This is an optimization exercise on Yosys and OpenROAD, whose aim is small area and few clock cycles, not a production implementation. Where RTL was checked, it was by simulation tests only, not by an equivalence proof against the original. Power is estimated from default activity; no workload was simulated.

==> flow/design.v (excerpt) <==
module mono_raster (
    input             clk,
    input             rst,
    input             start,
    input             cfg_dither,
    input      [15:0] cfg_width,
    input      [15:0] cfg_height,
    output            idle,
    output            err,
    input             pix_valid,
    input      [31:0] pix_data,
    output            pix_ready,
    output            out_valid,
    output     [7:0]  out_data,
    output            out_last,
    input             out_ready
);
Size in the first run: roughly 3,700 cells after synthesis, about 2,800 flip-flops, ~83 I/O pins.
==> flow/config.mk <==
export PLATFORM = sky130hd
export DESIGN_NAME = mono_raster
export DESIGN_NICKNAME = mono_raster
export VERILOG_FILES = /design/flow/design.v
export SDC_FILE = /design/flow/constraint.sdc
export NUM_CORES = 4
export LEC_CHECK = 0
export CAP_MARGIN = 20
export CORE_MARGIN = 2
export CORE_UTILIZATION = 50
export SLEW_MARGIN = 20
export SYNTH_HIERARCHICAL = 1
==> flow/constraint.sdc <==
create_clock -name core_clock -period 22.0 [get_ports {clk}]
set_input_delay 4.4000 -clock core_clock [delete_from_list [all_inputs] [get_ports {clk}]]
set_output_delay 4.4000 -clock core_clock [all_outputs]
set_load 0.01 [all_outputs]
standard.sh (not shown) runs the stock make flow with config.mk's settings and CLKGATE_MAP_FILE= SYNTH_SCRIPT=/design/flow/synth_recipe.tcl, a recipe that flattens the netlist after the stock synthesis.
==> flow/flow/run.sh <==
#!/bin/bash
# The standard ORFS flow, with two changes: clock tree synthesis inserts no
# dummy loads, and the port buffers are the smallest buffer cell.
set -euo pipefail
bash standard.sh \
  "CTS_ARGS=-sink_clustering_enable -repair_clock_nets -dont_use_dummy_load -sink_clustering_size 22 -sink_clustering_max_diameter 60 -buf_list sky130_fd_sc_hd__clkbuf_8" \
  "BUFFER_PORTS_ARGS=-buffer_cell sky130_fd_sc_hd__buf_1" \
  finish > flow.log 2>&1
Testbench counts at the start, summed over its fixed seeds: cycles 267,576.
Next try:
==> flow/flow/run.sh (replaced) <==
#!/bin/bash
# The standard ORFS flow, with two changes: clock tree synthesis inserts no
# dummy loads, and the port buffers are the smallest buffer cell.
set -euo pipefail
bash standard.sh \
  "CTS_ARGS=-sink_clustering_enable -repair_clock_nets -dont_use_dummy_load -sink_clustering_size 20 -sink_clustering_max_diameter 55 -buf_list sky130_fd_sc_hd__clkbuf_8" \
  "BUFFER_PORTS_ARGS=-buffer_cell sky130_fd_sc_hd__buf_1" \
  finish > flow.log 2>&1
--- a/flow/config.mk
+++ b/flow/config.mk
@@ -8,5 +8,5 @@
 export CAP_MARGIN = 20
 export CORE_MARGIN = 2
-export CORE_UTILIZATION = 50
+export CORE_UTILIZATION = 40
 export SLEW_MARGIN = 20
 export SYNTH_HIERARCHICAL = 1
=> The new run ran to the end with no violations. Synthesized area stays the same. Wire length climbs by 2.1%. Via count rose by 1.2%. Fmax goes down by 4.9%. Non-clock buffer count decreases by 4. Total power goes up by 1.4%. Clock power rises by about 4%. Cell area rose by 0.98%.
Next try:
==> flow/flow/run.sh (replaced) <==
#!/bin/bash
# The standard ORFS flow, with two changes: clock tree synthesis inserts no
# dummy loads, and the port buffers are the smallest buffer cell.
set -euo pipefail
bash standard.sh \
  "CTS_ARGS=-sink_clustering_enable -repair_clock_nets -dont_use_dummy_load -sink_clustering_size 22 -sink_clustering_max_diameter 60 -buf_list sky130_fd_sc_hd__clkbuf_8" \
  "BUFFER_PORTS_ARGS=-buffer_cell sky130_fd_sc_hd__buf_1" \
  finish > flow.log 2>&1
The changed run produced a clean layout.
Clock power came out lower by about 3%.
Via count decreases by about 0.8%.
Routed wire length is about the same.
Flip-flop and latch count stays the same.


Another version of the RTL of mono_raster (not shown whole).
Size in the first run: about 2800 flip-flops.
## mono_raster
module mono_raster (
    input             clk,
    input             rst,
    input             start,
    input             cfg_dither,
    input      [15:0] cfg_width,
    input      [15:0] cfg_height,
    output            idle,
    output            err,
    input             pix_valid,
    input      [31:0] pix_data,
    output            pix_ready,
    output            out_valid,
    output     [7:0]  out_data,
    output            out_last,
    input             out_ready
);
Settings: LEC_CHECK=0, CAP_MARGIN=20, CORE_MARGIN=2, CORE_UTILIZATION=40, SLEW_MARGIN=20, SYNTH_HIERARCHICAL=1; clock period 22.0 ns.
==> flow/flow/run.sh <==
#!/bin/bash
# The standard ORFS flow, with two changes: clock tree synthesis inserts no
# dummy loads, and the port buffers are the smallest buffer cell.
set -euo pipefail
bash standard.sh \
  "CTS_ARGS=-sink_clustering_enable -repair_clock_nets -dont_use_dummy_load -sink_clustering_size 12 -sink_clustering_max_diameter 40 -buf_list sky130_fd_sc_hd__clkbuf_4" \
  "BUFFER_PORTS_ARGS=-buffer_cell sky130_fd_sc_hd__buf_1" \
  finish > flow.log 2>&1
The starting point went through all stages and came out clean.
Testbench counts at the start, summed over its fixed seeds: cycles 267,576.
Next try:
==> flow/flow/run.sh (replaced) <==
#!/bin/bash
# The standard ORFS flow, with two changes: clock tree synthesis inserts no
# dummy loads, and the port buffers are the smallest buffer cell.
set -euo pipefail
bash standard.sh \
  "CTS_ARGS=-sink_clustering_enable -repair_clock_nets -dont_use_dummy_load -sink_clustering_size 22 -sink_clustering_max_diameter 60 -buf_list sky130_fd_sc_hd__clkbuf_8" \
  "BUFFER_PORTS_ARGS=-buffer_cell sky130_fd_sc_hd__buf_1" \
  finish > flow.log 2>&1
After rerunning:
- The changed run produced a clean layout
- power shrinks slightly
- design area barely changes
- routed wire length shrinks slightly
- synthesized cell count stays the same
- first-iteration DRC count grows by a few percent
- sequential power stays flat
- via count shrinks by a few percent
- worst setup slack degrades by 0.38 ns
- hold slack degrades by 0.0041 ns
- maximum frequency shrinks by a few percent


Another version of the RTL of mono_raster (not shown whole).
For scale: roughly 4500 cells after synthesis, about 3200 flip-flops, ~83 I/O pins, ~74000 um2 of cells after synthesis.
// mono_raster
module mono_raster (
    input             clk,
    input             rst,
    input             start,
    input             cfg_dither,
    input      [15:0] cfg_width,
    input      [15:0] cfg_height,
    output            idle,
    output            err,
    input             pix_valid,
    input      [31:0] pix_data,
    output            pix_ready,
    output            out_valid,
    output     [7:0]  out_data,
    output            out_last,
    input             out_ready
);
    localparam MAXW = 384;
    localparam FD   = 2;         
    localparam S_IDLE  = 2'd0;
    localparam S_PIX   = 2'd2;
    localparam S_DRAIN = 2'd3;
    reg  [1:0]  state;
    reg         err_r;
    reg         mode_d;
    reg  [8:0]  wm1;         
    reg  [15:0] rows;        
    reg         first_row;
    reg  [2:0]  hdr_cnt;     
    reg  [8:0]  slot;        
    reg  [8:0]  col;         
    reg  [7:0]  acc;
    reg         ov;
    reg  [7:0]  od;
    reg         ol;
    reg  [7:0]         seg0 [0:7];
    reg  [7:0]         seg1 [0:7];
    reg  [7:0]         seg2 [0:15];
    reg  [7:0]         seg3 [0:31];
    reg  [7:0]         seg4 [0:63];
    reg  [7:0]         seg5 [0:127];
    reg  [7:0]         seg6 [0:127];
    reg  [6:0]         right_q38;           
    reg  [5:0]         prev_q14;            
    wire out_free = !ov || out_ready;
    wire hdr_done = hdr_cnt[2];
    assign idle      = (state == S_IDLE);
    assign err       = err_r;
    assign out_valid = ov;
    assign out_data  = od;
    assign out_last  = ol;
    wire cfg_bad = (cfg_width == 16'd0) || (cfg_width > MAXW) || (cfg_height == 16'd0);
    wire [8:0] lm1 = {wm1[8:3], 3'b111};
    wire [5:0] bw = wm1[8:3] + 6'd1;
    reg  [7:0] hdr_byte;
    always @(*) begin
        case (hdr_cnt[1:0])
            2'd0: hdr_byte = {2'b00, bw};
            2'd1: hdr_byte = 8'd0;
            2'd2: hdr_byte = rows[7:0];
            default: hdr_byte = rows[15:8];
        endcase
    end
    wire [7:0] in_val;
    mr_conv u_conv (.px(pix_data), .md(mode_d), .q(in_val));
    reg  [7:0] fifo [0:FD-1];
    reg        f_wp, f_rp;
    reg  [1:0] f_cnt;
    wire       f_empty = (f_cnt == 2'd0);
    wire [7:0] luma    = fifo[f_rp];
    wire last_col  = (slot == wm1);
    wire last_slot = (slot == lm1);
  ...
export LEC_CHECK = 0
export CAP_MARGIN = 20
export CORE_MARGIN = 2
export CORE_UTILIZATION = 40
export CTS_BUF_LIST = sky130_fd_sc_hd__clkbuf_16
export CTS_CLUSTER_DIAMETER = 40
export CTS_CLUSTER_SIZE = 45
export SLEW_MARGIN = 20
create_clock -name core_clock -period 22.0 [get_ports {clk}]
run.sh (not shown) runs the stock make flow with config.mk's settings and CLKGATE_MAP_FILE= SYNTH_SCRIPT=/design/flow/synth_recipe.tcl, a recipe that flattens the netlist after the stock synthesis.
Stock flow here: none of the scripts above is used.
Change:
CTS_BUF_LIST = sky130_fd_sc_hd__clkbuf_8   (was sky130_fd_sc_hd__clkbuf_16)
CTS_CLUSTER_DIAMETER = 30   (was 40)
CTS_CLUSTER_SIZE = 26   (was 45)
=> Fmax rises by 0.75%; worst setup slack gets better by 0.090 ns; sequential power hardly moves; routed wire length rose by 0.48%; area after synthesis is unchanged; design area shrinks by 0.38%; non-clock buffer count is unchanged; global-route usage stays flat; die area stays the same; first-iteration DRC count fell by 12%; total power went down by 2.0%.
Function was not checked in any run of this note: the RTL went through the layout flow alone.

re-timing with driven ports:
Ports are ideal in the flow. The routed layouts listed here were re-timed in OpenROAD.
Step 1: set_driving_cell puts a clkbuf_16 on clk and a buf_2 on each other input, an assumption about the parent block.
Step 2 also shifts input and output timing later by t, the mid clock arrival at the registers, as if the neighbouring blocks saw the same clock.
Slacks: ideal / step 1 / step 2; pairs: ideal / step 1.
run | t (ns) | setup WS [ns] | worst setup path after step 2
the first run of note 1 | 0.893 | 11.233 / 11.286 / 10.393 | input to register
the second run of note 1 | 0.926 | 10.673 / 10.720 / 9.793 | input to register
the third run of note 1 | 0.923 | 10.657 / 10.705 / 9.782 | input to register
the first run of note 2 | 1.272 | 11.769 / 11.810 / 10.539 | input to register
the second run of note 2 | 0.900 | 11.388 / 11.437 / 10.537 | input to register
the first run of note 3 | 0.935 | 9.851 / 9.906 / 8.971 | input to register
the second run of note 3 | 1.065 | 9.941 / 9.988 / 8.923 | input to register
After both steps setup and hold are still met in every run listed. For the first run of note 2, which loses most, drivers alone change the setup slack by +0.041 ns; drivers and shift together by -1.230 ns.
